Context: an optimization exercise on an open-source flow, tuned for small area. The choices shown serve that exercise and are no tape-out recipe.
Function was checked by simulation only, so behaviour that the tests miss may differ from the original.
Power is estimated from default activity; no workload was simulated.

--- flow/design.v ---
module h9can_fifo #(
    parameter WIDTH = 100,
    parameter AW    = 4
) (
    input  wire             clk,
    input  wire             rst_n,
    input  wire             push,
    input  wire [WIDTH-1:0] push_data,
    input  wire             pop,
    output wire [WIDTH-1:0] head,
    output wire             full,
    output wire             empty
);
    localparam DEPTH = 1 << AW;
    reg [WIDTH-1:0] mem [0:DEPTH-1];
    reg [AW-1:0]    wr;
    reg [AW-1:0]    rd;
    assign empty = (wr == rd);
    assign full  = ((wr + 1'b1) == rd);
    assign head  = mem[rd];
    always @(posedge clk) begin
        if (push && !full)
            mem[wr] <= push_data;
    end
    always @(posedge clk or negedge rst_n) begin
        if (!rst_n) begin
            wr <= {AW{1'b0}};
            rd <= {AW{1'b0}};
        end else begin
            if (push && !full)
                wr <= wr + 1'b1;
            if (pop && !empty)
                rd <= rd + 1'b1;
        end
    end
endmodule
module h9can_core (
    input  wire        clk,
    input  wire        rst_n,
    input  wire        rx_valid,
    input  wire [28:0] rx_id,
    input  wire [3:0]  rx_dlc,
    input  wire [63:0] rx_data,
    output reg         tx_start,
    output reg  [28:0] tx_id,
    output reg  [3:0]  tx_dlc,
    output reg  [63:0] tx_data,
    input  wire        tx_done,
    output wire [8:0]  node_addr_o,
    input  wire        poll_req,
    output reg         poll_ack,
    output reg  [2:0]  poll_result,
    output reg  [1:0]  poll_resp,
    output reg  [28:0] poll_id,
    output reg  [3:0]  poll_dlc,
    output reg  [63:0] poll_data,
    input  wire        sub_req,
    input  wire [28:0] sub_id,
    input  wire [3:0]  sub_dlc,
    input  wire [63:0] sub_data,
    output reg         sub_ack,
    output reg  [1:0]  sub_result,
    input  wire        breq_req,
    input  wire [4:0]  breq_type,
    input  wire [8:0]  breq_dst,
    output reg         breq_ack,
    output reg  [28:0] breq_id,
    output reg         ps_load_req,
    input  wire        ps_load_valid,
    input  wire        ps_load_set,
    input  wire [8:0]  ps_load_addr,
    output reg         ps_store,
    output reg  [8:0]  ps_store_addr,
    output reg         rst_trigger,
    output reg         upg_trigger,
    input  wire [7:0]  reset_cause,
    output wire        halted
);
    localparam [15:0] NODE_TYPE         = 16'h0102;
    localparam [7:0]  HW_REVISION       = 8'h03;
    localparam [15:0] VERSION_MAJOR     = 16'h0001;
    localparam [15:0] VERSION_MINOR     = 16'h0002;
    localparam [47:0] BUILD_DESC        = 48'h616263000000;  
    localparam [7:0]  MCU_ID            = 8'h2A;
    localparam        UPGRADE_SUPPORTED = 1'b0;
    localparam        CORE_PRIO         = 1'b1;
    localparam [4:0] T_SET_REG      = 5'h08;
    localparam [4:0] T_GET_REG      = 5'h09;
    localparam [4:0] T_SET_BIT      = 5'h0A;
    localparam [4:0] T_CLEAR_BIT    = 5'h0B;
    localparam [4:0] T_TOGGLE_BIT   = 5'h0C;
    localparam [4:0] T_NODE_UPGRADE = 5'h0D;
    localparam [4:0] T_NODE_RESET   = 5'h0E;
    localparam [4:0] T_DISCOVER     = 5'h0F;
    localparam [4:0] T_REG_CHANGED  = 5'h10;
    localparam [4:0] T_REG_VALUE    = 5'h11;
    localparam [4:0] T_ERROR        = 5'h12;
    localparam [4:0] T_NODE_INFO    = 5'h13;
    localparam [7:0] E_INVALID_MSG   = 8'h01;
    localparam [7:0] E_BOOTLOADER    = 8'h02;
    localparam [7:0] E_INVALID_REG   = 8'h03;
    localparam [7:0] E_READ_ONLY     = 8'h04;
    localparam [7:0] E_SIZE_MISMATCH = 8'h05;
    localparam [2:0] R_NOTHING  = 3'd0;
    localparam [2:0] R_HANDLED  = 3'd1;
    localparam [2:0] R_DELEGATE = 3'd2;
    localparam [2:0] R_PASS     = 3'd3;
    localparam [2:0] R_REJECTED = 3'd4;
    localparam [1:0] TX_NONE   = 2'd0;
    localparam [1:0] TX_SENT   = 2'd1;
    localparam [1:0] TX_QUEUED = 2'd2;
    localparam [1:0] TX_FULL   = 2'd3;
    localparam [8:0] BCAST = 9'h1FF;
    localparam [2:0] S_LREQ  = 3'd0;  
    localparam [2:0] S_LWAIT = 3'd1;  
    localparam [2:0] S_IDLE  = 3'd2;
    localparam [2:0] S_DISP  = 3'd3;
    localparam [2:0] S_RESP  = 3'd4;
    localparam [2:0] S_ACK   = 3'd5;  
    localparam [2:0] S_TERM  = 3'd6;
    function [28:0] encode;
        input       p;
        input [4:0] t;
        input [4:0] q;
        input [8:0] d;
        input [8:0] s;
        encode = {p, t, q, d, s};
    endfunction
    function [99:0] pack;
        input [28:0] id;
        input [3:0]  dlc;
        input [63:0] data;
        pack = {3'b000, id[28:24], id[23:16], id[15:8], id[7:0], dlc, data};
    endfunction
    function [3:0] clamp_dlc;
        input [3:0] dlc;
        clamp_dlc = (dlc > 4'd8) ? 4'd8 : dlc;
    endfunction
    reg  [2:0]  fsm;
    reg  [8:0]  node_addr;
    reg  [4:0]  seq;
    reg         halt;
    reg         tx_inflight;
    reg         txdone_pending;
    reg  [28:0] cur_id;
    reg  [3:0]  cur_dlc;
    reg  [63:0] cur_data;
    reg  [28:0] pend_id;
    reg  [3:0]  pend_dlc;
    reg  [63:0] pend_data;
    assign node_addr_o = node_addr;
    assign halted      = halt;
    wire in_idle    = (fsm == S_IDLE);
    wire take_poll  = in_idle && poll_req;
    wire take_sub   = in_idle && !poll_req && sub_req;
    wire take_breq  = in_idle && !poll_req && !sub_req && breq_req;
    wire [99:0] rx_head;
    wire        rx_full, rx_empty;
    h9can_fifo #(.WIDTH(100), .AW(4)) u_rx (
        .clk       (clk),
        .rst_n     (rst_n),
        .push      (rx_valid && !halt),
        .push_data (pack(rx_id, clamp_dlc(rx_dlc), rx_data)),
        .pop       (take_poll),
        .head      (rx_head),
        .full      (rx_full),
        .empty     (rx_empty)
    );
    wire [28:0] rx_head_id   = {rx_head[96:92], rx_head[91:68]};
    wire [3:0]  rx_head_dlc  = rx_head[67:64];
    wire [63:0] rx_head_data = rx_head[63:0];
    wire        tx_path_go  = take_sub || (fsm == S_RESP);
    wire [28:0] tx_path_id  = (fsm == S_RESP) ? pend_id   : sub_id;
    wire [3:0]  tx_path_dlc = (fsm == S_RESP) ? pend_dlc  : clamp_dlc(sub_dlc);
    wire [63:0] tx_path_dat = (fsm == S_RESP) ? pend_data : sub_data;
    wire        tx_full, tx_empty;
    wire [99:0] tx_head;
    wire        tx_path_send  = tx_path_go && !tx_inflight;
    wire        tx_path_queue = tx_path_go && tx_inflight && !tx_full;
    wire [1:0]  tx_path_res   = !tx_inflight ? TX_SENT :
                                !tx_full     ? TX_QUEUED : TX_FULL;
    wire        txh_run  = txdone_pending && !tx_path_go && !halt;
    wire        txh_send = txh_run && !tx_empty;
    h9can_fifo #(.WIDTH(100), .AW(3)) u_tx (
        .clk       (clk),
        .rst_n     (rst_n),
        .push      (tx_path_queue),
        .push_data (pack(tx_path_id, tx_path_dlc, tx_path_dat)),
        .pop       (txh_send),
        .head      (tx_head),
        .full      (tx_full),
        .empty     (tx_empty)
    );
    wire       c_prio = cur_id[28];
    wire [4:0] c_type = cur_id[27:23];
    wire [4:0] c_seq  = cur_id[22:18];
    wire [8:0] c_dst  = cur_id[17:9];
    wire [8:0] c_src  = cur_id[8:0];
    wire [7:0] c_b0   = cur_data[7:0];
    wire [7:0] c_b1   = cur_data[15:8];
    wire [7:0] c_b2   = cur_data[23:16];
    wire [8:0] set_val = {c_b1[0], c_b2};
    localparam [2:0] O_REJECT   = 3'd0;
    localparam [2:0] O_DELEGATE = 3'd1;
    localparam [2:0] O_PASS     = 3'd2;
    localparam [2:0] O_RESPOND  = 3'd3;
    localparam [2:0] O_RESET    = 3'd4;
    localparam [2:0] O_UPGRADE  = 3'd5;
    reg  [2:0]  d_out;
    reg  [4:0]  d_rtype;
    reg  [3:0]  d_rdlc;
    reg  [63:0] d_rdata;
    reg         d_set_addr;
    always @(*) begin
        d_out      = O_RESPOND;
        d_rtype    = T_ERROR;
        d_rdlc     = 4'd1;
        d_rdata    = {56'd0, E_INVALID_MSG};
        d_set_addr = 1'b0;
        if (c_src == BCAST) begin
            d_out = O_REJECT;
        end else if (c_type[4:1] == 4'b0111 && (c_dst == node_addr || c_dst == BCAST)) begin
            if (c_type == T_DISCOVER && cur_dlc == 4'd0) begin
                d_rtype = T_NODE_INFO;
                d_rdlc  = 4'd7;
                d_rdata = {8'h00, HW_REVISION,
                           VERSION_MINOR[7:0], VERSION_MINOR[15:8],
                           VERSION_MAJOR[7:0], VERSION_MAJOR[15:8],
                           NODE_TYPE[7:0], NODE_TYPE[15:8]};
            end else if (c_type == T_NODE_RESET && cur_dlc == 4'd0) begin
                d_out = O_RESET;
            end
        end else if (c_type >= T_SET_REG && c_type <= T_NODE_UPGRADE && c_dst == node_addr) begin
            if (c_type == T_SET_REG && cur_dlc >= 4'd2) begin
                if (c_b0 >= 8'd10) begin
                    d_out = O_DELEGATE;
                end else if (c_b0 == 8'd9) begin
                    if (cur_dlc != 4'd3)
                        d_rdata = {56'd0, E_SIZE_MISMATCH};
                    else if (set_val == 9'h000 || set_val == BCAST)
                        d_rdata = {56'd0, E_INVALID_REG};
                    else begin
                        d_set_addr = 1'b1;
                        d_rtype    = T_REG_CHANGED;
                        d_rdlc     = 4'd3;
                        d_rdata    = {40'd0, set_val[7:0], 7'd0, set_val[8], 8'h09};
                    end
                end else if (c_b0 == 8'd7 || c_b0 == 8'd8) begin
                    d_rdata = {56'd0, E_INVALID_REG};
                end else begin
                    d_rdata = {56'd0, E_READ_ONLY};
                end
            end else if (c_type == T_GET_REG && cur_dlc == 4'd1) begin
                if (c_b0 >= 8'd10) begin
                    d_out = O_DELEGATE;
                end else if (c_b0 == 8'd7 || c_b0 == 8'd8) begin
                    d_rdata = {56'd0, E_INVALID_REG};
                end else begin
                    d_rtype = T_REG_VALUE;
                    case (c_b0)
                        8'd0: begin
                            d_rdlc  = 4'd3;
                            d_rdata = {40'd0, NODE_TYPE[7:0], NODE_TYPE[15:8], c_b0};
                        end
                        8'd1: begin
                            d_rdlc  = 4'd2;
                            d_rdata = {48'd0, HW_REVISION, c_b0};
                        end
                        8'd2: begin
                            d_rdlc  = 4'd5;
                            d_rdata = {24'd0, VERSION_MINOR[7:0], VERSION_MINOR[15:8],
                                       VERSION_MAJOR[7:0], VERSION_MAJOR[15:8], c_b0};
                        end
                        8'd3: begin
                            d_rdlc  = 4'd7;
                            d_rdata = {8'd0, BUILD_DESC[7:0], BUILD_DESC[15:8],
                                       BUILD_DESC[23:16], BUILD_DESC[31:24],
                                       BUILD_DESC[39:32], BUILD_DESC[47:40], c_b0};
                        end
                        8'd4: begin
                            d_rdlc  = 4'd2;
                            d_rdata = {48'd0, MCU_ID, c_b0};
                        end
                        8'd5: begin
                            d_rdlc  = 4'd5;
                            d_rdata = {24'd0, 32'd0, c_b0};
                        end
                        8'd6: begin
                            d_rdlc  = 4'd2;
                            d_rdata = {48'd0, reset_cause, c_b0};
                        end
                        default: begin  
                            d_rdlc  = 4'd3;
                            d_rdata = {40'd0, node_addr[7:0], 7'd0, node_addr[8], c_b0};
                        end
                    endcase
                end
            end else if (c_type == T_NODE_UPGRADE && cur_dlc == 4'd0) begin
                if (UPGRADE_SUPPORTED)
                    d_out = O_UPGRADE;
                else
                    d_rdata = {56'd0, E_BOOTLOADER};
            end else if ((c_type == T_SET_BIT || c_type == T_CLEAR_BIT ||
                          c_type == T_TOGGLE_BIT) && cur_dlc == 4'd2) begin
                d_out = O_DELEGATE;
            end
        end else if (c_type[4:3] == 2'b10) begin
            d_out = O_PASS;
        end
    end
    wire [8:0] resp_src = d_set_addr ? set_val : node_addr;
    always @(posedge clk or negedge rst_n) begin
        if (!rst_n) begin
            fsm            <= S_LREQ;
            node_addr      <= 9'd0;
            seq            <= 5'd0;
            halt           <= 1'b0;
            tx_inflight    <= 1'b0;
            txdone_pending <= 1'b0;
            tx_start       <= 1'b0;
            poll_ack       <= 1'b0;
            sub_ack        <= 1'b0;
            breq_ack       <= 1'b0;
            ps_load_req    <= 1'b0;
            ps_store       <= 1'b0;
            rst_trigger    <= 1'b0;
            upg_trigger    <= 1'b0;
        end else begin
            tx_start    <= 1'b0;
            poll_ack    <= 1'b0;
            sub_ack     <= 1'b0;
            breq_ack    <= 1'b0;
            ps_load_req <= 1'b0;
            ps_store    <= 1'b0;
            if (!halt)
                txdone_pending <= (txdone_pending && !txh_run) || tx_done;
            if (txh_run) begin
                if (!tx_empty) begin
                    tx_start <= 1'b1;
                    tx_id    <= {tx_head[96:92], tx_head[91:68]};
                    tx_dlc   <= tx_head[67:64];
                    tx_data  <= tx_head[63:0];
                end else begin
                    tx_inflight <= 1'b0;
                end
            end
            if (tx_path_send) begin
                tx_start    <= 1'b1;
                tx_id       <= tx_path_id;
                tx_dlc      <= tx_path_dlc;
                tx_data     <= tx_path_dat;
                tx_inflight <= 1'b1;
            end
            case (fsm)
                S_LREQ: begin
                    ps_load_req <= 1'b1;
                    fsm         <= S_LWAIT;
                end
                S_LWAIT: begin
                    if (ps_load_valid) begin
                        if (ps_load_set && ps_load_addr != 9'h000 && ps_load_addr != BCAST)
                            node_addr <= ps_load_addr;
                        else
                            node_addr <= 9'h000;
                        fsm <= S_IDLE;
                    end
                end
                S_IDLE: begin
                    if (take_poll) begin
                        if (rx_empty) begin
                            poll_ack    <= 1'b1;
                            poll_result <= R_NOTHING;
                            poll_resp   <= TX_NONE;
                            poll_id     <= 29'd0;
                            poll_dlc    <= 4'd0;
                            poll_data   <= 64'd0;
                            fsm         <= S_ACK;
                        end else begin
                            cur_id   <= rx_head_id;
                            cur_dlc  <= rx_head_dlc;
                            cur_data <= rx_head_data;
                            fsm      <= S_DISP;
                        end
                    end else if (take_sub) begin
                        sub_ack    <= 1'b1;
                        sub_result <= tx_path_res;
                        fsm        <= S_ACK;
                    end else if (take_breq) begin
                        breq_ack <= 1'b1;
                        breq_id  <= encode(CORE_PRIO, breq_type, seq, breq_dst, node_addr);
                        seq      <= seq + 5'd1;
                        fsm      <= S_ACK;
                    end
                end
                S_DISP: begin
                    case (d_out)
                        O_REJECT, O_DELEGATE, O_PASS: begin
                            poll_ack  <= 1'b1;
                            poll_resp <= TX_NONE;
                            if (d_out == O_REJECT) begin
                                poll_result <= R_REJECTED;
                                poll_id     <= 29'd0;
                                poll_dlc    <= 4'd0;
                                poll_data   <= 64'd0;
                            end else begin
                                poll_result <= (d_out == O_DELEGATE) ? R_DELEGATE : R_PASS;
                                poll_id     <= cur_id;
                                poll_dlc    <= cur_dlc;
                                poll_data   <= cur_data;
                            end
                            fsm <= S_ACK;
                        end
                        O_RESET: begin
                            rst_trigger <= 1'b1;
                            halt        <= 1'b1;
                            fsm         <= S_TERM;
                        end
                        O_UPGRADE: begin
                            upg_trigger <= 1'b1;
                            halt        <= 1'b1;
                            fsm         <= S_TERM;
                        end
                        default: begin  
                            if (d_set_addr) begin
                                node_addr     <= set_val;
                                ps_store      <= 1'b1;
                                ps_store_addr <= set_val;
                            end
                            pend_id   <= encode(CORE_PRIO, d_rtype, c_seq, c_src, resp_src);
                            pend_dlc  <= d_rdlc;
                            pend_data <= d_rdata;
                            fsm       <= S_RESP;
                        end
                    endcase
                end
                S_RESP: begin
                    poll_ack    <= 1'b1;
                    poll_result <= R_HANDLED;
                    poll_resp   <= tx_path_res;
                    poll_id     <= 29'd0;
                    poll_dlc    <= 4'd0;
                    poll_data   <= 64'd0;
                    fsm         <= S_ACK;
                end
                S_ACK: begin
                    fsm <= S_IDLE;
                end
                default: begin  
                    fsm <= S_TERM;
                end
            endcase
        end
    end
endmodule
--- flow/run.sh ---
#!/bin/bash
# synth_recipe.tcl (not shown) runs the flow's synth.tcl, then flattens the netlist and writes it again
# the make line also repeats each setting of config.mk as NAME=value (left out here)
make -C /OpenROAD-flow-scripts/flow DESIGN_CONFIG=/design/flow/config.mk WORK_HOME=/design/flow/orfs CLKGATE_MAP_FILE= SYNTH_SCRIPT=/design/flow/synth_recipe.tcl finish
--- flow/config.mk ---
export PLATFORM = sky130hd
export DESIGN_NAME = h9can_core
export DESIGN_NICKNAME = h9can_core
export VERILOG_FILES = /design/flow/design.v
export SDC_FILE = /design/flow/constraint.sdc
export NUM_CORES = 4
export LEC_CHECK = 0
export CAP_MARGIN = 20
export CORE_MARGIN = 2
export CORE_UTILIZATION = 40
export SLEW_MARGIN = 20
--- flow/constraint.sdc ---
create_clock -name core_clock -period 8.0 [get_ports {clk}]
set_input_delay 1.6000 -clock core_clock [delete_from_list [all_inputs] [get_ports {clk}]]
set_output_delay 1.6000 -clock core_clock [all_outputs]
set_load 0.01 [all_outputs]
==> flow_summary.yaml <==
synthesis:
  synth.most_common_cell: "edfxtp_1"
  ys_ff_latch: 2761
  syn-instance-count: 4675
  yosysWarningCount: 3
  syn_avg_cell_area_sq_um: 22.4
  ys_seq_area_share_pct: 78.9
  synth_top_family_by_area: "multiplexers"
  synth_common_cells: "edfxtp_1 (2719), mux4_2 (679), nand2_1 (290), clkbuf_1 (160), and3_1 (100)"
  yosys_most_used_dff: "edfxtp_1"
  synth-edff-count: 2719
  yosys.area.top_type: "edfxtp_1"
  synth_fa_ha_area_share_pct: 0.0955
  synth.distinct_cells: 70
  synth.mux.area_fraction_pct: 15.6
  synth-simple-area-share_pct: 2.97
  synth_compound_area_share_pct: 1.13
  async_reset_ff_share_pct: 1.52
  synthDominantCellAreaShare_pct: 77.9
  synthesis.area_sq_um: 105000
  yosys-top-cells-area: "edfxtp_1 (78%), mux4_2 (15%), nand2_1 (1.0%)"
  synthXorXnorAreaFrac_pct: 0.292
worst_setup_path:
  path_buf_inv: 2
  critPathSlowestCell: "nor2_4"
  path_class: "in2reg"
  worst_ep_arrival_time_ps: 5030
  slowest_delay_ps: 840
  crit_chain: "clkdlybuf4s50_1 -> nor4b_2 -> nor2_1 -> nor2_1 -> nand2_1 -> nor2_4 -> buf_12"
  critPathCaptureType: "flip-flop"
  cpMostUsedCell: "nor2_1"
  start_kind: "input pin"
  path_max_fanout: 70
  critPathTopFamily: "simple AND/OR/NAND/NOR gates"
  cp.required_ps: 8530
power:
  p_clk_share_pct: 30.1
  p_switching_mw: 12.1
  p_leak_nw: 39.1
  p_per_area_nw_per_um2: 349
  pwr-share-seq_pct: 45.0
  irDropWorstVdd_uv: 349
  internal-power_mw: 31.0
  total_power_mw: 43.1
  pwr-share-comb_pct: 24.9
  p_sw_share_pct: 28.1
timing:
  worst_pin_slew_ps: 1130
  rsz0062_at_grt: "false"
  fin_crit_sh_pct: 56.3
  report.final.slew_viol_count: 0
  post-route-min-period_ps: 4500
  setup_viol: 0
  slew_headroom_pct: 24.3
  fin_skew_ps: 68.4
  hold_violations: 0
  fmax_mhz: 222
  setup_tns_ps: 0
drt:
  wl_met1_microns: 110000
  wl_met3_microns: 20800
  drt-initial-drc-count: 5287
  drc: 0
  route.met2.wl_microns: 129000
  totalWireLength_microns: 268000
  routed.top_layer: "met5"
  drt_first_pass_iters: 7
  num_vias: 49700
  drtAntennaViolNets: 0
  wire_per_inst_microns: 29.7
  viasPerCell: 5.51
global_route:
  track_usage_pct: 19.9
  first_global_vias: 50100
  grt_overflow: 0
  grt_start_max_net_pins: 141
  antenna_found_initial: 65
  grt_pass1_wl_microns: 376000
finish:
  num-fill-cells: 21300
  fin_nets: 5545
  drive_above_1_share_pct: 22.0
  syn_to_final_growth_pct: 17.9
cts:
  post-cts-setup-buffer-count: 0
  cts_resized: 0
  cts-root-buf: "clkbuf_16"
  cts_tree: "done"
  clockBufferDepth: 4
  clkSinkCount: 2761
  cts_htree_levels: 5
  clk_latency_ps: 960
  cts_buffers: 301
  clk_pin_slew_ps: 50
  hold_buffers: 0
job:
  max_cap_violations: 0
floorplanning:
  die_area_sq_um: 266000
  fp.coreArea_sq_um: 260000
  rows: 187
  die_x_microns: 516
  die_h_microns: 516
  start_util_pct: 40.3
  io_pins: 491
place:
  hpwl_microns: 152000
  place.gp.congestion: 0.806
  portBuffers: 489
hold_path:
  hold_path.class: "reg2reg"
outcome:
  status: "timing/DRC/antenna clean"
## state kept, by name (all words and copies together) (netlist names), 4 cells and up
name and count:
u_rx.wr 4, tx_data 64, ps_store_addr 9, u_rx.mem 1552
node_addr 9, poll_id 29, u_rx.rd 4, cur_data 64
cur_id 29, u_tx.mem 776, seq 5, tx_id 29
pend_data 28, poll_dlc 4, poll_data 64, breq_id 28
cur_dlc 4, tx_dlc 4, pend_id 25
## final cells by class
class | instances | area, sq um | share of cell area (%)
repair buffers | 568 | 5940 | 4.81
clock inverters | 124 | 1090 | 0.882
flip-flops and latches | 2761 | 82700 | 66.9
well taps | 3496 | 4370 | 3.54
clock buffers | 382 | 8020 | 6.49
inverters | 15 | 56.3 | 0.0456
diodes | 22 | 55.1 | 0.0445
multi-input cells | 1656 | 21300 | 17.3
## layer usage
layer	global-route usage (%)	up-vias
met1	27.6	26500
met4	6.18	42
met2	31.9	1967
met5	0	-
li1	-	20800
met3	4.17	441
## stage by stage
| step | cell area (sq um) | util [%] | hold slack (ps) | setup slack (ps) | instances |
|---|---|---|---|---|---|
| 2_1_floorplan | 105000 | - | 417 | 951 | 4678 |
| 3_3_place_gp | 114000 | 43.9 | 370 | 2540 | 8492 |
| 3_5_place_dp | 114000 | 43.9 | 367 | 2510 | 8493 |
| 4_1_cts | 123000 | 47.4 | 378 | 3450 | 8999 |
| 5_1_grt | 124000 | 47.5 | 391 | 3210 | 9013 |
| 6_report | 124000 | 47.5 | 380 | 3500 | 9024 |
## final timing paths
kind	startpoint	to	slack (ps)	cells after the start
setup / recovery	sub_req	u_tx.mem[5][70]$_DFFE_PP_	3500	7
hold / removal	upg_trigger$_DFFE_PN0P_	upg_trigger$_DFFE_PN0P_	380	0
setup reg to reg	fsm[2]$_DFFE_PN0P_	pend_id[22]$_DFFE_PP_	3630	6
hold reg to reg	upg_trigger$_DFFE_PN0P_	upg_trigger$_DFFE_PN0P_	380	0
max in group asynchronous	rst_n	u_tx.rd[2]$_DFFE_PN0P_	6530	2
min in group asynchronous	rst_n	rst_trigger$_DFFE_PN0P_	560	1
## cells in the final DEF (no fill, tap or decap), types with 15 or more instances in the layout
| master | netlist | final |
|---|---|---|
| nor2_1 | 87 | 67 |
| and3_1 | 100 | 99 |
| dfrtp_1 | 42 | 35 |
| clkinv_1 | 0 | 60 |
| buf_4 | 4 | 45 |
| xnor2_1 | 17 | 17 |
| mux2i_1 | 98 | 98 |
| o21ai_0 | 67 | 67 |
| edfxtp_1 | 2719 | 2719 |
| nand2_1 | 290 | 289 |
| bufinv_16 | 0 | 18 |
| mux4_2 | 679 | 679 |
| nor2_4 | 0 | 20 |
| buf_12 | 0 | 30 |
| and2_1 | 48 | 44 |
| nand2b_1 | 15 | 15 |
| a21oi_1 | 52 | 52 |
| diode_2 | 0 | 22 |
| clkbuf_1 | 160 | 71 |
| nand3_1 | 21 | 21 |
| clkinv_2 | 0 | 28 |
| xor2_1 | 18 | 18 |
| clkbuf_16 | 0 | 308 |
| clkdlybuf4s50_1 | 0 | 488 |
## worst reg2reg max path, delay by kind of cell, from the launching register on
family,cells,cell delay [ps]
flip-flops,1,540
AND/OR/NAND/NOR,5,2780
buffers and inverters,1,630
## power groups by stage
stage | Clock, mW | Combinational, mW | Sequential [mW]
after floorplan | 0 | 7.19 | 19.3
after global placement | 0 | 10.8 | 19.7
after detailed placement | 0 | 10.9 | 19.8
after CTS | 13.3 | 10.9 | 19.5
after global routing | 13.8 | 11.5 | 19.6
final | 13.0 | 10.7 | 19.4
## logic make-up after synthesis
| group | count (synthesis) |
|---|---|
| adders and majority gates | 8 |
| and+or+nand+nor | 636 |
| DFF | 2761 |
| AOI/OAI and AO/OA | 190 |
| muxes | 782 |
| other | 2 |
| buffers and inverters | 261 |
| xor gates and xnor gates | 35 |

==> afterwards: timing with drivers on the ports <==
The results above use ideal ports. As a check the final layout listed here was re-extracted and re-timed, cells and wires unchanged.
Step 1 sets driving cells, clkbuf_16 on the clock port and buf_2 on the other inputs (assumed; they add their load-dependent delay and slew).
Step 2 adds t to the input delays and takes it off the output delays; t is the mean of the earliest and latest rising clock arrival at the registers after step 1. Input paths then give back, and output paths get back, about the clock's delay inside the block.
Three values: ideal ports, drivers, drivers and shift; two values: the first two.
t, ns: 1.004
setup slack, ns: 3.496 / 3.567 / 2.564
worst setup path after step 2: input to register
worst slew at a driven data input, ns: 0.23
pins driven straight from the clock port: 1
After both steps setup and hold are still met in this run. The setup slack of this run moves by +0.071 ns with the drivers and by -0.932 ns with both steps.
